What follows belongs to an exercise in optimizing a design on an open flow for small area, a short achievable clock period and few clock cycles per item; a production flow would make more cautious choices. No functional check of the RTL was part of any run shown here. Power is estimated from default activity; no workload was simulated.

## run.sh

```bash
#!/bin/bash
# synth_recipe.tcl (not shown) runs the flow's synth.tcl, then flattens the netlist and writes it again
# the make line also repeats each setting of config.mk as NAME=value (left out here)
make -C /OpenROAD-flow-scripts/flow DESIGN_CONFIG=/design/flow/config.mk WORK_HOME=/design/flow/orfs CLKGATE_MAP_FILE= SYNTH_SCRIPT=/design/flow/synth_recipe.tcl finish
```

## config.mk

```make
export PLATFORM = sky130hd
export DESIGN_NAME = tap_scaler
export DESIGN_NICKNAME = tap_scaler
export VERILOG_FILES = /design/flow/design.v
export SDC_FILE = /design/flow/constraint.sdc
export NUM_CORES = 4
export LEC_CHECK = 0
export CAP_MARGIN = 20
export CORE_MARGIN = 2
export CORE_UTILIZATION = 40
export SLEW_MARGIN = 20
```

## constraint.sdc

```tcl
create_clock -name core_clock -period 10.0 [get_ports {clk}]
set_input_delay 2.0000 -clock core_clock [delete_from_list [all_inputs] [get_ports {clk}]]
set_output_delay 2.0000 -clock core_clock [all_outputs]
set_load 0.01 [all_outputs]
```

## design.v

```verilog
module tap_scaler (
    input  wire        clk,
    input  wire        rst,           
    input  wire        req_valid,
    output wire        req_ready,
    input  wire [1:0]  req_op,        
    input  wire [31:0] req_arg0,
    input  wire [31:0] req_arg1,
    output reg         rsp_valid,     
    output wire [3:0]  result,        
    output reg  [31:0] res0,          
    output reg         scaler_ready,  
    output reg         fault,         
    output reg  [2:0]  scale_sel,     
    output reg  [31:0] scale_rate,    
    output wire [31:0] scale_clock    
);
    localparam [1:0] ST_IDLE = 2'd0, ST_MUL = 2'd1, ST_CHK = 2'd2, ST_DIV = 2'd3;
    function [31:0] clock_rate;
        input [2:0] sel;    
        begin
            case (sel)
                3'b0_00: clock_rate = 32'd985248;    
                3'b1_00: clock_rate = 32'd1022727;   
                3'b0_01: clock_rate = 32'd1108405;   
                3'b1_01: clock_rate = 32'd1022727;   
                3'b0_10: clock_rate = 32'd886724;    
                default: clock_rate = 32'd894886;    
            endcase
        end
    endfunction
    function [5:0] bitlen;
        input [31:0] v;
        integer i;
        begin
            bitlen = 6'd0;
            for (i = 0; i < 32; i = i + 1)
                if (v[i]) bitlen = i + 1;
        end
    endfunction
    reg        r_inv, r_gen;
    assign result = {r_inv, 2'b00, r_gen};
    wire [31:0] cr = clock_rate(scale_sel);
    assign scale_clock = scaler_ready ? cr : 32'd0;
    wire [5:0]  bl_cr = (scale_sel == 3'b0_01) ? 6'd21 : 6'd20;
    wire [5:0]  bl_sr = bitlen(scale_rate);
    reg [1:0]  state;
    reg        rdy;
    reg        op_s2c;
    reg        capped;
    reg [32:0] acc;
    reg [31:0] low;
    reg [4:0]  smax;          
    reg [4:0]  cnt;
    reg        pk_v;
    reg [5:0]  pk_len;        
    reg        pk_s2c;        
    assign req_ready = rdy;
    wire accept = req_valid & rdy;
    wire [31:0] vv = op_s2c ? cr : scale_rate;       
    wire [31:0] dd = op_s2c ? scale_rate : cr;       
    wire        in_s2c  = pk_s2c;
    wire [31:0] in_d    = in_s2c ? scale_rate : cr;
    wire [5:0]  in_blv  = in_s2c ? bl_cr : bl_sr;
    wire [5:0]  in_bld  = in_s2c ? bl_sr : bl_cr;
    wire [6:0]  in_e1   = {1'b0, in_blv} + 7'd1 - {1'b0, in_bld};
    wire [5:0]  in_e    = in_e1[6] ? 6'd0 : in_e1[5:0];
    wire [6:0]  in_s    = {1'b0, pk_len} + {1'b0, in_e};
    wire        in_cap  = (in_s > 7'd32);
    wire [4:0]  in_smax = in_cap ? 5'd31 : (in_s == 7'd0) ? 5'd0 : in_s[4:0] - 5'd1;
    wire cfg_ok = (req_arg0[1:0] != 2'd3) && (req_arg0[3:2] != 2'd3) &&
                  (req_arg0[31:6] == 26'd0) && (req_arg1 != 32'd0);
    wire        is_mul = (state == ST_MUL);
    wire        is_chk = (state == ST_CHK);
    wire        sub    = ~acc[32];
    wire [33:0] opa    = {acc, low[31]};
    wire [33:0] opb    = is_mul ? (low[0] ? {1'b0, vv, 1'b0} : 34'd0) :
                         is_chk ? ~{1'b0, dd, 1'b0} :
                                  ({2'b00, dd} ^ {34{sub}});
    wire        cin    = is_chk | (~is_mul & sub);
    wire [34:0] sumx   = {opa, 1'b1} + {opb, cin};
    wire [33:0] sum    = sumx[34:1];
    wire        qbit   = ~sum[32];
    wire [31:0] quo    = {low[30:0], qbit};
    wire        ovf    = ~sum[33];
    wire last = (cnt == 5'd0);
    always @(posedge clk) begin
        if (rst) begin
            state        <= ST_IDLE;
            rdy          <= 1'b0;
            pk_v         <= 1'b0;
            rsp_valid    <= 1'b0;
            r_inv        <= 1'b0;
            r_gen        <= 1'b0;
            res0         <= 32'd0;
            scaler_ready <= 1'b0;
            fault        <= 1'b0;
            scale_sel    <= 3'd0;
            scale_rate   <= 32'd0;
        end else begin
            rsp_valid <= 1'b0;
            pk_v      <= req_valid & ~accept;
            pk_len    <= bitlen(req_arg0);
            pk_s2c    <= (req_op == 2'd1);
            rdy       <= 1'b0;
            case (state)
                ST_IDLE: begin
                    rdy <= req_valid & ~accept;
                end
                ST_MUL: begin
                    acc <= {1'b0, sum[33:2]};
                    low <= {sum[1], low[31:1]};
                    if (last) begin
                        cnt   <= smax;
                        state <= capped ? ST_CHK : ST_DIV;
                        rdy   <= ~capped & (smax == 5'd0) & req_valid & (req_op[0] ^ req_op[1]);
                    end else begin
                        cnt   <= cnt - 5'd1;
                    end
                end
                ST_CHK: begin
                    if (ovf) begin
                        fault     <= 1'b1;
                        r_gen     <= 1'b1;
                        r_inv     <= 1'b0;
                        rsp_valid <= 1'b1;
                        state     <= ST_IDLE;
                        rdy       <= req_valid;
                    end else begin
                        state     <= ST_DIV;
                    end
                end
                default: begin  
                    acc <= sum[32:0];
                    low <= quo;
                    cnt <= cnt - 5'd1;
                    if (last) begin
                        res0      <= quo;
                        r_gen     <= 1'b0;
                        r_inv     <= 1'b0;
                        rsp_valid <= 1'b1;
                        state     <= ST_IDLE;
                        rdy       <= req_valid & ~accept;
                    end else if (cnt == 5'd1) begin
                        rdy       <= req_valid & (req_op[0] ^ req_op[1]);
                    end
                end
            endcase
            if (accept) begin
                case (req_op)
                    2'd0: begin
                        rsp_valid <= 1'b1;
                        r_gen     <= 1'b0;
                        if (cfg_ok) begin
                            scale_sel    <= {req_arg0[4], req_arg0[3:2]};
                            scale_rate   <= req_arg1;
                            scaler_ready <= 1'b1;
                            r_inv        <= 1'b0;
                        end else begin
                            r_inv        <= 1'b1;
                        end
                    end
                    2'd1, 2'd2: begin
                        if (!scaler_ready) begin
                            rsp_valid <= 1'b1;
                            r_gen     <= 1'b0;
                            r_inv     <= 1'b1;
                        end else begin
                            op_s2c <= in_s2c;
                            acc    <= {2'b00, in_d[31:1]};
                            low    <= req_arg0;
                            smax   <= in_smax;
                            cnt    <= in_smax;
                            capped <= in_cap;
                            state  <= ST_MUL;
                        end
                    end
                    default: begin
                        rsp_valid <= 1'b1;
                        r_gen     <= 1'b0;
                        r_inv     <= 1'b1;
                    end
                endcase
            end
        end
    end
endmodule
```

==> out/qor.txt, run 1 <==
Final hold vios: 0
Slew @ Worst Pin: 1.096 ns
Gr usage total: 0.2630
Final setup margin: 3.858 ns
Library cells used by synthesis: 76
# placed instances: 2,061
Outcome: complete, no violations
CTS Sinks: 159
RSZ-0062 raised after global routing: no
Post-route minimum period: 6.142 ns
CTS Hold Buffers Added: 0
Share of cells above drive strength 1: 0.04554
Delay-heaviest family, CP: simple AND/OR/NAND/NOR gates
Gate Count Post-Synth: 1,613
Post-layout util: 0.4768
Top cells by area, synth: edfxtp_1 (20%), dfxtp_1 (12%), mux2i_1 (7.4%), a21oi_1 (7.2%), nand2_1 (6.4%)
Async SR Flop Fraction: 0
Area grow syn2layout: 18.18%
Initial Util: 0.4034
CP Cell Sequence: inv_1 -> buf_4 -> nor2_4 -> nor2_1 -> a21oi_1 -> o21ai_0 -> a21oi_1 -> o21ai_0 -> ha_1 -> a21oi_1 -> o21ai_1 -> nor2_1 -> a21oi_1 -> nand3_1 -> mux2i_1 -> mux2i_1 -> o211ai_1 -> and3_1
WL/cell: 20.81 um
HP Class: register to register
Setup Skew: 0.01744 ns
Pwr dens: 117.8 nW/um^2
Largest net degree at the start of global routing: 71
Top_reg_cell synth: edfxtp_1
Fin area: 14,930 sq um
Largest area contributor in the netlist: edfxtp_1
WS Path Type: register to register
Setup WS pre-CTS: 4.018 ns
Via density: 5.918
ANT cells: 0
Setup crit start kind: register
Commonest non-fill, non-tap cell in the layout: nand2_1
Post-CTS Resized: 0
Sequential fraction of the synthesis area: 0.3185
# IOs: 176
Slowest CP cell: dfxtp_4
Non-filler cells, final: 2,093
Drt total wl: 43.56 mm
Final Max Tran Viols: 0
Commonest non-fill, non-tap cells in the layout: nand2_1 (215), a21oi_1 (181), nor2_1 (163), clkdlybuf4s50_1 (160), o21ai_0 (114)
CTS tree: built
Peak Freq: 162.8 MHz
Root Driver: clkbuf_16
Die Area: 33,020 sq um
Switching share of total power: 0.2947
Vias in the first global route: 11,910
Flops & latches, synth: 159
Sequential share of power: 0.414
Crit-path max FO: 44
Die span in y: 181.7 um
Final period util: 0.6142
Yosys warning total: 1
Clock Latency Late Sink: 0.46 ns
IO buf count: 161
Worst path required time: 10.36 ns
Critical Path End Type: register
Num CTS Buffers: 17
P_int: 1.240 mW
Rel. slew slack: 0.2691
Antenna violations before repair: 0
Synth top area share: 0.1997
Iteration-0 DRC Markers: 1,203
Total global routing overflow: 0
# DRC: 0
Post-Syn Area per Cell: 7.831 sq um
Nets: 1,802
# setup viols final: 0
Final setup TNS: 0 ns
Hold Slack: 0.4536 ns
Clk network pwr share: 0.403
Post-CTS Setup Repair Bufs: 0
Placed Area: 14,310 sq um
Clk pin slew, worst setup/hold paths: 0.07 ns
Number of synthesized flops with an enable pin: 84
NetSw: 0.5182 mW
Arrival time at the worst endpoint: 6.50 ns
CTS H-tree depth: 4
DIE WIDTH: 181.7 um
Pleak: 5.557 nW
Buf+Inv Stages, Crit Path: 2
Total Power: 1.758 mW
Peak VDD IR: 0.1221 mV
Combinational Power Share: 0.183
DP Wirelength: 31.20 mm
Max cap viols: 0
Synthesized area: 12,630 sq um
First-pass GRT wire length: 67.83 mm
Core box area: 31,310 sq um
GPL Wtd Cong: 0.9394
Cell mode on critical path: a21oi_1
Max incr delay on CP: 0.78 ns
Antenna Nets Post-Route: 0
Placement Rows: 65
Bufs on Longest Clock Path: 2
Drt pass-1 iters: 5
Via Count: 12,390
-- worst register-to-register path: stages (launching register included) --
cell and delay, ns:
dfxtp_4 0.78, inv_1 0.53, buf_4 0.38, nor2_4 0.74
nor2_1 0.18, a21oi_1 0.19, o21ai_0 0.08, a21oi_1 0.14
o21ai_0 0.11, ha_1 0.47, a21oi_1 0.11, o21ai_1 0.25
nor2_1 0.06, a21oi_1 0.25, nand3_1 0.18, mux2i_1 0.77
mux2i_1 0.49, o211ai_1 0.16, and3_1 0.21
-- area by class of cell --
class,count,area (sq um)
fillers,3060,16380
well taps,402,503.0
repair buffers,182,1764
clock inverters,12,147.6
inverters,44,166.4
multi-input cells,1274,7850
clock buffers,20,467.9
flip-flops and latches,159,4029
-- Yosys cell counts, drive strengths merged (18+ instances only) --
cell,count
o21ai,126
xnor2,53
a21o,22
nor3,27
nand2,215
dfxtp,75
mux2i,93
edfxtp,84
buf,56
nand3,22
o22ai,20
o211ai,25
a21oi,182
inv,43
a211oi,21
ha,52
clkbuf,93
o221ai,18
xor2,19
nor2,166
-- logic make-up (layout without fill, tap and decap cells) --
| kind of cell | after synthesis | in the layout | share of synthesized area |
|---|---|---|---|
| compound gates | 524 | 524 | 0.2578 |
| xor+xnor | 72 | 72 | 0.04992 |
| fa+ha+maj | 55 | 55 | 0.05626 |
| buf+inv | 193 | 258 | 0.06537 |
| flops | 159 | 159 | 0.3185 |
| mux | 96 | 96 | 0.07637 |
| other cells | 1 | 14 | 0.0002969 |
| simple gates | 513 | 513 | 0.1754 |
-- routing by layer --
metal / wire [um] / vias up / global-route usage / share of wire
met5: 0 / - / 0 / 0
met4: 1606 / 0 / 0.1184 / 0.037
met3: 3275 / 85 / 0.05515 / 0.075
met2: 19520 / 511 / 0.4162 / 0.45
met1: 19150 / 5852 / 0.3456 / 0.44
li1: - / 5938 / - / -
-- worst paths after layout --
check                           cells past startpoint  slack, ns     start        to
worst max register to register                     18       3.86  state[1]       rdy
worst min-delay path                                2       0.45  res0[15]  res0[15]
worst min register to register                      2       0.45  res0[15]  res0[15]
worst max-delay path                               18       3.86  state[1]       rdy
-- state kept, by name, summed over array words and instances (netlist names), 2 cells and up --
register,flops
low,32
cnt,5
scale_sel,3
pk_len,6
acc,33
res0,32
state,2
scale_rate,32
smax,5
-- power groups by stage --
stage	sequential (mW)	clock [mW]	combinational [mW]
finish	0.727	0.709	0.322
global route	0.729	0.743	0.355
CTS	0.727	0.719	0.318
detailed placement	0.742	0	0.316
global placement	0.742	0	0.315
floorplan	0.736	0	0.224
==> run 2: changes to the inputs <==
--- a/config.mk
+++ b/config.mk
@@ -5,6 +5,7 @@
 export SDC_FILE = /design/flow/constraint.sdc
 export NUM_CORES = 4
 export LEC_CHECK = 0
+export ABC_AREA = 1
 export CAP_MARGIN = 20
 export CORE_MARGIN = 2
 export CORE_UTILIZATION = 40
==> out/qor.txt, run 2 <==
IO buf count: 161
HP Class: register to register
Flip-flop count of the largest register after layout: 33
Die Area: 31,190 sq um
Nets: 1,903
Initial Util: 0.4042
Most frequent cell after synthesis: nand2_1
Pwr dens: 119.5 nW/um^2
Hold_sp: res0[6]
Top reg by flops: acc
Worst R2R Start: state[0]
Final hold vios: 0
Bufs on Longest Clock Path: 2
CTS H-tree depth: 4
Library cells used by synthesis: 62
CTS Sinks: 159
Post-Syn Area per Cell: 7.110 sq um
Setup Skew: 0.01917 ns
Placement Rows: 63
Flops & latches, synth: 159
First-pass GRT wire length: 67.39 mm
Post-CTS Setup Repair Bufs: 0
Cell depth of the worst hold path: 2
Most Crowded Layer GR: met2
Final setup margin: 3.794 ns
Drt pass-1 iters: 8
GPL Wtd Cong: 0.9988
Drt total wl: 43.04 mm
Pleak: 5.638 nW
Reg2Reg Capture Point: acc[26]
Peak VDD IR: 0.09779 mV
CTS Hold Buffers Added: 0
Commonest non-fill, non-tap cells in the layout: nand2_1 (395), inv_1 (180), a21oi_1 (175), clkdlybuf4s50_1 (160), nor2_1 (158)
Top cells by area, synth: edfxtp_1 (21%), dfxtp_1 (13%), nand2_1 (12%), a21oi_1 (7.3%), inv_1 (5.8%)
Crit-path max FO: 61
Root Driver: clkbuf_16
Yosys warning total: 1
Async SR Flop Fraction: 0
Sequential fraction of the synthesis area: 0.3377
Setup WS pre-CTS: 3.984 ns
Clk pin slew, worst setup/hold paths: 0.08 ns
DIE WIDTH: 176.6 um
DP Wirelength: 31.17 mm
Iteration-0 DRC Markers: 1,217
Synth top cells by count: nand2_1 (395), inv_1 (184), a21oi_1 (175)
RSZ-0062 raised after global routing: no
ANT cells: 0
Total global routing overflow: 0
Peak Freq: 161.1 MHz
Synthesized area: 11,920 sq um
Worst path required time: 10.20 ns
Max cap viols: 0
Antenna Nets Post-Route: 0
M2 GR Usage: 0.4474
Crit path from: state[0]
Final Max Tran Viols: 0
# DRC: 0
Post-route minimum period: 6.206 ns
WS Path Type: register to register
Antenna violations before repair: 0
Worst Hold Path EP: res0[6]
Num CTS Buffers: 17
R2R setup slack: 3.79 ns
Die span in y: 176.6 um
Core box area: 29,480 sq um
Gr usage total: 0.2754
# IOs: 176
Via Count: 12,300
Rel. slew slack: 0.3042
Final setup TNS: 0 ns
Post-CTS Resized: 0
Share of cells above drive strength 1: 0.04967
# setup viols final: 0
Gate Count Post-Synth: 1,676
FF-to-FF path depth: 21
Via density: 5.638
Slew @ Worst Pin: 1.044 ns
Grt met3 use: 0.06051
Arrival time at the worst endpoint: 6.40 ns
Top_reg_cell synth: edfxtp_1
WL/cell: 19.72 um
Number of synthesized flops with an enable pin: 84
Outcome: complete, no violations
CTS tree: built
Met1 usage: 0.3708
Largest net degree at the start of global routing: 94
Synth top area share: 0.2117
Critical Path End Type: register
Area grow syn2layout: 19.96%
Commonest non-fill, non-tap cell in the layout: nand2_1
Largest area contributor in the netlist: edfxtp_1
Setup crit start kind: register
Vias in the first global route: 12,100
Final period util: 0.6206
Clock Latency Late Sink: 0.45 ns
[run 2: cell types whose count changed after synthesis, sizes merged, moves of 17 or more]
cell and delta:
inv +142, nor3 -17, a211oi +20, nand2 +197, xnor2 -38, clkbuf -23
buf -25, a32oi +28, mux2i -93, nand3 +29, a21o -19
[run 2: where the power goes]
part           total [mW]  internal (mW)  switching, mW
clock               0.691          0.342          0.349
combinational       0.291          0.115          0.177
sequential          0.726          0.710         0.0160
[run 2: area by class of cell]
class,instances,area (sq um)
fillers,2985,15190
multi-input cells,1240,6763
flip-flops and latches,159,4024
repair buffers,172,1689
inverters,189,715.7
well taps,390,488.0
clock buffers,17,425.4
clock inverters,15,190.2
[run 2: logic make-up after synthesis]
| logic type | Yosys count | share of synthesized area |
|---|---|---|
| buf+inv | 290 | 0.09975 |
| simple gates | 661 | 0.2303 |
| compound gates | 472 | 0.2438 |
| xor+xnor | 38 | 0.02856 |
| other cells | 1 | 0.0003147 |
| fa+ha+maj | 55 | 0.05964 |
| flops | 159 | 0.3377 |
[run 2: how the worst max path moves through the flow]
stage,slack (ns),depth (start not counted),endpoint
2_1_floorplan,5.07,54,cnt[2]
3_3_place_gp,4.19,21,acc[26]
3_5_place_dp,3.98,21,acc[26]
4_1_cts,3.96,21,acc[26]
5_1_grt,3.28,54,cnt[2]
6_report,3.79,21,acc[26]
[run 2: metal layers]
layer / up-vias / part of all wire / wire length [um]
met5: - / 0 / 0
met4: 0 / 0.021 / 886
met3: 59 / 0.079 / 3406
met2: 529 / 0.46 / 19890
met1: 5780 / 0.44 / 18860
li1: 5935 / - / -
[run 2: critical path: stages, from the launching register on]
cell and delay [ns]:
dfxtp_1 0.86, inv_6 0.41, nand2_8 0.31, clkinv_1 0.31, nor2_1 0.53, inv_1 0.56, o221ai_1 0.36, o21ai_0 0.23
ha_1 0.41, nand2_1 0.17, o21a_1 0.16, o221a_2 0.18, o21ai_0 0.07, a21oi_1 0.32, inv_1 0.09, a41oi_1 0.28
o21ai_0 0.15, xor2_1 0.17, nand2_1 0.08, nand3_1 0.08, a22oi_1 0.14, inv_1 0.06
[run 2: per-stage QoR]
step           std cells  utilization  hold WS, ns  cell area, sq um  power, mW
6_report            2182       0.4849       0.4642             14300      1.708
5_1_grt             2182       0.4849       0.4803             14300      1.774
4_1_cts             2182       0.4849       0.4660             14300      1.711
3_5_place_dp        2150       0.4640       0.4519             13680      1.028
3_3_place_gp        2150       0.4640       0.4483             13680      1.026
2_1_floorplan       1689            -       0.4409             11970     0.9368
==> run 3: changes to the inputs <==
==> design.v (replaced) <==
module tap_scaler (
    input  wire        clk,
    input  wire        rst,           
    input  wire        req_valid,
    output wire        req_ready,
    input  wire [1:0]  req_op,        
    input  wire [31:0] req_arg0,
    input  wire [31:0] req_arg1,
    output reg         rsp_valid,     
    output reg  [3:0]  result,        
    output reg  [31:0] res0,          
    output reg         scaler_ready,  
    output reg         fault,         
    output reg  [2:0]  scale_sel,     
    output reg  [31:0] scale_rate,    
    output reg  [31:0] scale_clock    
);
    localparam [1:0] OP_CFG = 2'd0, OP_S2C = 2'd1, OP_C2S = 2'd2;
    localparam [3:0] RC_OK      = 4'd0,
                     RC_GENERIC = 4'd1,
                     RC_INVALID = 4'd8;
    localparam [1:0] ST_IDLE = 2'd0, ST_MUL = 2'd1, ST_CHK = 2'd2, ST_DIV = 2'd3;
    function [31:0] clock_rate;
        input [1:0] m;
        input       v;
        begin
            case ({m, v})
                3'b00_0: clock_rate = 32'd985248;    
                3'b00_1: clock_rate = 32'd1022727;   
                3'b01_0: clock_rate = 32'd1108405;   
                3'b01_1: clock_rate = 32'd1022727;   
                3'b10_0: clock_rate = 32'd886724;    
                default: clock_rate = 32'd894886;    
            endcase
        end
    endfunction
    reg [1:0]  state;
    reg [31:0] x_q;       
    reg [31:0] mul_q;     
    reg [31:0] div_q;     
    reg [31:0] rem_q;     
    reg [31:0] quo_q;     
    reg [4:0]  count;
    assign req_ready = (state == ST_IDLE);
    wire accept = req_valid && req_ready;
    wire cfg_ok = (req_arg0[1:0] != 2'd3) && (req_arg0[3:2] != 2'd3) &&
                  (req_arg0[31:6] == 26'd0) && (req_arg1 != 32'd0);
    wire [63:0] numer = x_q * mul_q + {33'd0, div_q[31:1]};
    wire [32:0] trial  = {rem_q, quo_q[31]};
    wire [32:0] diff   = trial - {1'b0, div_q};
    wire        q_bit  = ~diff[32];
    wire [31:0] rem_nx = q_bit ? diff[31:0] : trial[31:0];
    always @(posedge clk) begin
        if (rst) begin
            state        <= ST_IDLE;
            rsp_valid    <= 1'b0;
            result       <= RC_OK;
            res0         <= 32'd0;
            scaler_ready <= 1'b0;
            fault        <= 1'b0;
            scale_sel    <= 3'd0;
            scale_rate   <= 32'd0;
            scale_clock  <= 32'd0;
            x_q          <= 32'd0;
            mul_q        <= 32'd0;
            div_q        <= 32'd0;
            rem_q        <= 32'd0;
            quo_q        <= 32'd0;
            count        <= 5'd0;
        end else begin
            rsp_valid <= 1'b0;
            case (state)
                ST_IDLE: begin
                    if (accept) begin
                        case (req_op)
                            OP_CFG: begin
                                rsp_valid <= 1'b1;
                                if (cfg_ok) begin
                                    scale_sel    <= {req_arg0[4], req_arg0[3:2]};
                                    scale_rate   <= req_arg1;
                                    scale_clock  <= clock_rate(req_arg0[3:2], req_arg0[4]);
                                    scaler_ready <= 1'b1;
                                    result       <= RC_OK;
                                end else begin
                                    result       <= RC_INVALID;
                                end
                            end
                            OP_S2C, OP_C2S: begin
                                if (!scaler_ready) begin
                                    rsp_valid <= 1'b1;
                                    result    <= RC_INVALID;
                                end else begin
                                    x_q   <= req_arg0;
                                    mul_q <= (req_op == OP_S2C) ? scale_clock : scale_rate;
                                    div_q <= (req_op == OP_S2C) ? scale_rate  : scale_clock;
                                    state <= ST_MUL;
                                end
                            end
                            default: begin
                                rsp_valid <= 1'b1;
                                result    <= RC_INVALID;
                            end
                        endcase
                    end
                end
                ST_MUL: begin
                    rem_q <= numer[63:32];
                    quo_q <= numer[31:0];
                    state <= ST_CHK;
                end
                ST_CHK: begin
                    if (rem_q >= div_q) begin
                        fault     <= 1'b1;
                        result    <= RC_GENERIC;
                        rsp_valid <= 1'b1;
                        state     <= ST_IDLE;
                    end else begin
                        count <= 5'd0;
                        state <= ST_DIV;
                    end
                end
                ST_DIV: begin
                    rem_q <= rem_nx;
                    quo_q <= {quo_q[30:0], q_bit};
                    count <= count + 5'd1;
                    if (count == 5'd31) begin
                        res0      <= {quo_q[30:0], q_bit};
                        result    <= RC_OK;
                        rsp_valid <= 1'b1;
                        state     <= ST_IDLE;
                    end
                end
            endcase
        end
    end
endmodule
--- a/config.mk
+++ b/config.mk
@@ -5,7 +5,6 @@
 export SDC_FILE = /design/flow/constraint.sdc
 export NUM_CORES = 4
 export LEC_CHECK = 0
-export ABC_AREA = 1
 export CAP_MARGIN = 20
 export CORE_MARGIN = 2
 export CORE_UTILIZATION = 40
==> out/qor.txt, run 3 <==
Post-route minimum period: 9.173 ns
Delay-heaviest family, CP: adder cells
Slew @ Worst Pin: 1.212 ns
Synth top cells by count: inv_1 (1,032), fa_1 (928), nand2_1 (672)
Post-layout util: 0.4389
RSZ-0062 raised after global routing: no
Rel. slew slack: 0.1910
CTS Hold Buffers Added: 0
Yosys warning total: 1
Core box area: 117,800 sq um
Post-CTS Setup Repair Bufs: 0
Flops & latches, synth: 253
Most Crowded Layer GR: met2
IO buf count: 161
Sequential fraction of the synthesis area: 0.1069
Setup Skew: 0.03152 ns
Root Driver: clkbuf_16
Crit-path max FO: 23
CTS H-tree depth: 1
Largest net degree at the start of global routing: 100
Num CTS Buffers: 29
Final setup TNS: 0 ns
CTS Sinks: 253
Final period util: 0.9173
Worst path required time: 10.52 ns
Gr usage total: 0.2518
Pleak: 24.83 nW
Via density: 5.267
Clock Latency Late Sink: 0.64 ns
Via Count: 36,780
Drt pass-1 iters: 6
Max cap viols: 0
Iteration-0 DRC Markers: 2,765
Placement Rows: 126
Gate Count Post-Synth: 5,422
Peak Freq: 109.0 MHz
Top_reg_cell synth: dfxtp_1
HP Class: register to register
Outcome: complete, no violations
Largest area contributor in the netlist: fa_1
Top cells by area, synth: fa_1 (39%), dfxtp_1 (11%), ha_1 (8.9%), and2_1 (8.2%), inv_1 (8.2%)
Commonest non-fill, non-tap cells in the layout: inv_1 (1,032), fa_1 (928), nand2_1 (672), and2_1 (620), ha_1 (333)
Pwr dens: 58.53 nW/um^2
Slowest CP cell: dfxtp_1
M2 GR Usage: 0.3866
# IOs: 176
Synth top area share: 0.3921
# setup viols final: 0
Antenna violations before repair: 5
Drt total wl: 150.4 mm
Max incr delay on CP: 1.10 ns
Number of synthesized flops with an enable pin: 0
WS Path Type: register to register
Total global routing overflow: 0
Synthesized area: 47,380 sq um
Library cells used by synthesis: 77
GPL Wtd Cong: 0.9674
Setup crit start kind: register
CTS tree: built
Async SR Flop Fraction: 0
Fin area: 51,690 sq um
Nets: 6,751
Bufs on Longest Clock Path: 3
Buf+Inv Stages, Crit Path: 5
Share of cells above drive strength 1: 0.03804
Peak VDD IR: 0.1739 mV
Die Area: 121,200 sq um
Post-Syn Area per Cell: 8.739 sq um
Cell mode on critical path: fa_1
Initial Util: 0.4024
DIE WIDTH: 348.2 um
Area grow syn2layout: 9.081%
Final Max Tran Viols: 0
Setup WS pre-CTS: 1.010 ns
First-pass GRT wire length: 232.6 mm
Commonest non-fill, non-tap cell in the layout: inv_1
Placed Area: 50,660 sq um
Die span in y: 348.2 um
Arrival time at the worst endpoint: 9.69 ns
Grt met3 use: 0.06401
Vias in the first global route: 38,040
Antenna Nets Post-Route: 0
Met1 usage: 0.3571
Post-CTS Resized: 0
Hold Slack: 0.4536 ns
WL/cell: 21.54 um
Critical Path End Type: register
Final hold vios: 0
Clk pin slew, worst setup/hold paths: 0.07 ns
Final setup margin: 0.8272 ns
# DRC: 0
DP Wirelength: 122.0 mm
Most frequent cell after synthesis: inv_1
-- run 3: kinds of logic after synthesis --
group           Yosys count  share of synthesized area
compound gates          638                    0.08474
mux                     118                    0.02509
xor+xnor                 86                    0.01590
flops                   253                     0.1069
fa+ha+maj              1264                     0.4808
buf+inv                1366                     0.1102
simple gates           1696                     0.1764
other cells               1                 0.00007914
-- run 3: path summary, 6_finish.rpt --
check | from | end | slack, ns | depth (start not counted)
worst max-delay path | x_q[10] | rem_q[7] | 0.83 | 25
worst min-delay path | res0[21] | res0[21] | 0.45 | 2
worst max register to register | x_q[10] | rem_q[7] | 0.83 | 25
worst min register to register | res0[21] | res0[21] | 0.45 | 2
-- run 3: power breakdown --
group / switching, mW / internal, mW
clock network: 0.541 / 0.655
logic: 0.466 / 0.322
registers: 0.0184 / 1.02
total: 1.03 / 2.00
-- run 3: tightest hold or removal path: stages (launching register included) --
cell,delay (ns)
dfxtp_1,0.31
nand2_1,0.05
a21oi_1,0.05
-- run 3: final cells by class --
type,instances,area (sq um)
inverters,1032,3874
clock inverters,17,216.5
well taps,1536,1922
clock buffers,37,795.8
multi-input cells,3816,37220
fillers,11610,66080
repair buffers,286,2579
flip-flops and latches,253,5072
diodes,5,12.51
-- run 3: metal layers --
layer  wire length, um  share of wire
met4              3778          0.025
met2             66240           0.44
met1             67140           0.45
met5                 8       0.000053
met3             13260          0.088
-- run 3: through the flow --
| stage | power (mW) | instances |
|---|---|---|
| after floorplan | 1.634 | 5435 |
| after global placement | 1.837 | 6923 |
| after detailed placement | 1.837 | 6923 |
| after CTS | 3.026 | 6977 |
| after global routing | 3.137 | 6977 |
| final | 3.025 | 6982 |

-- re-timing with driven ports --
Ports are ideal in the flow. The routed layouts listed here were re-timed in OpenROAD.
Step 1: set_driving_cell puts a clkbuf_16 on clk and a buf_2 on each other input, an assumption about the parent block.
Step 2 adds t to the input delays and takes it off the output delays; t is the mean of the earliest and latest rising clock arrival at the registers after step 1. Input paths then give back, and output paths get back, about the clock's delay inside the block.
Slacks: no drivers / after step 1 / after step 2; pairs: no drivers / after step 1.
run | t, ns | setup slack, ns | slew at the worst register clock pin (ns)
run 1 | 0.506 | 3.858 / 3.858 / 3.858 | 0.07 / 0.07
run 2 | 0.492 | 3.794 / 3.794 / 3.794 | 0.09 / 0.09
run 3 | 0.687 | 0.827 / 0.827 / 0.827 | 0.08 / 0.08
After both steps every run listed still meets setup and hold.
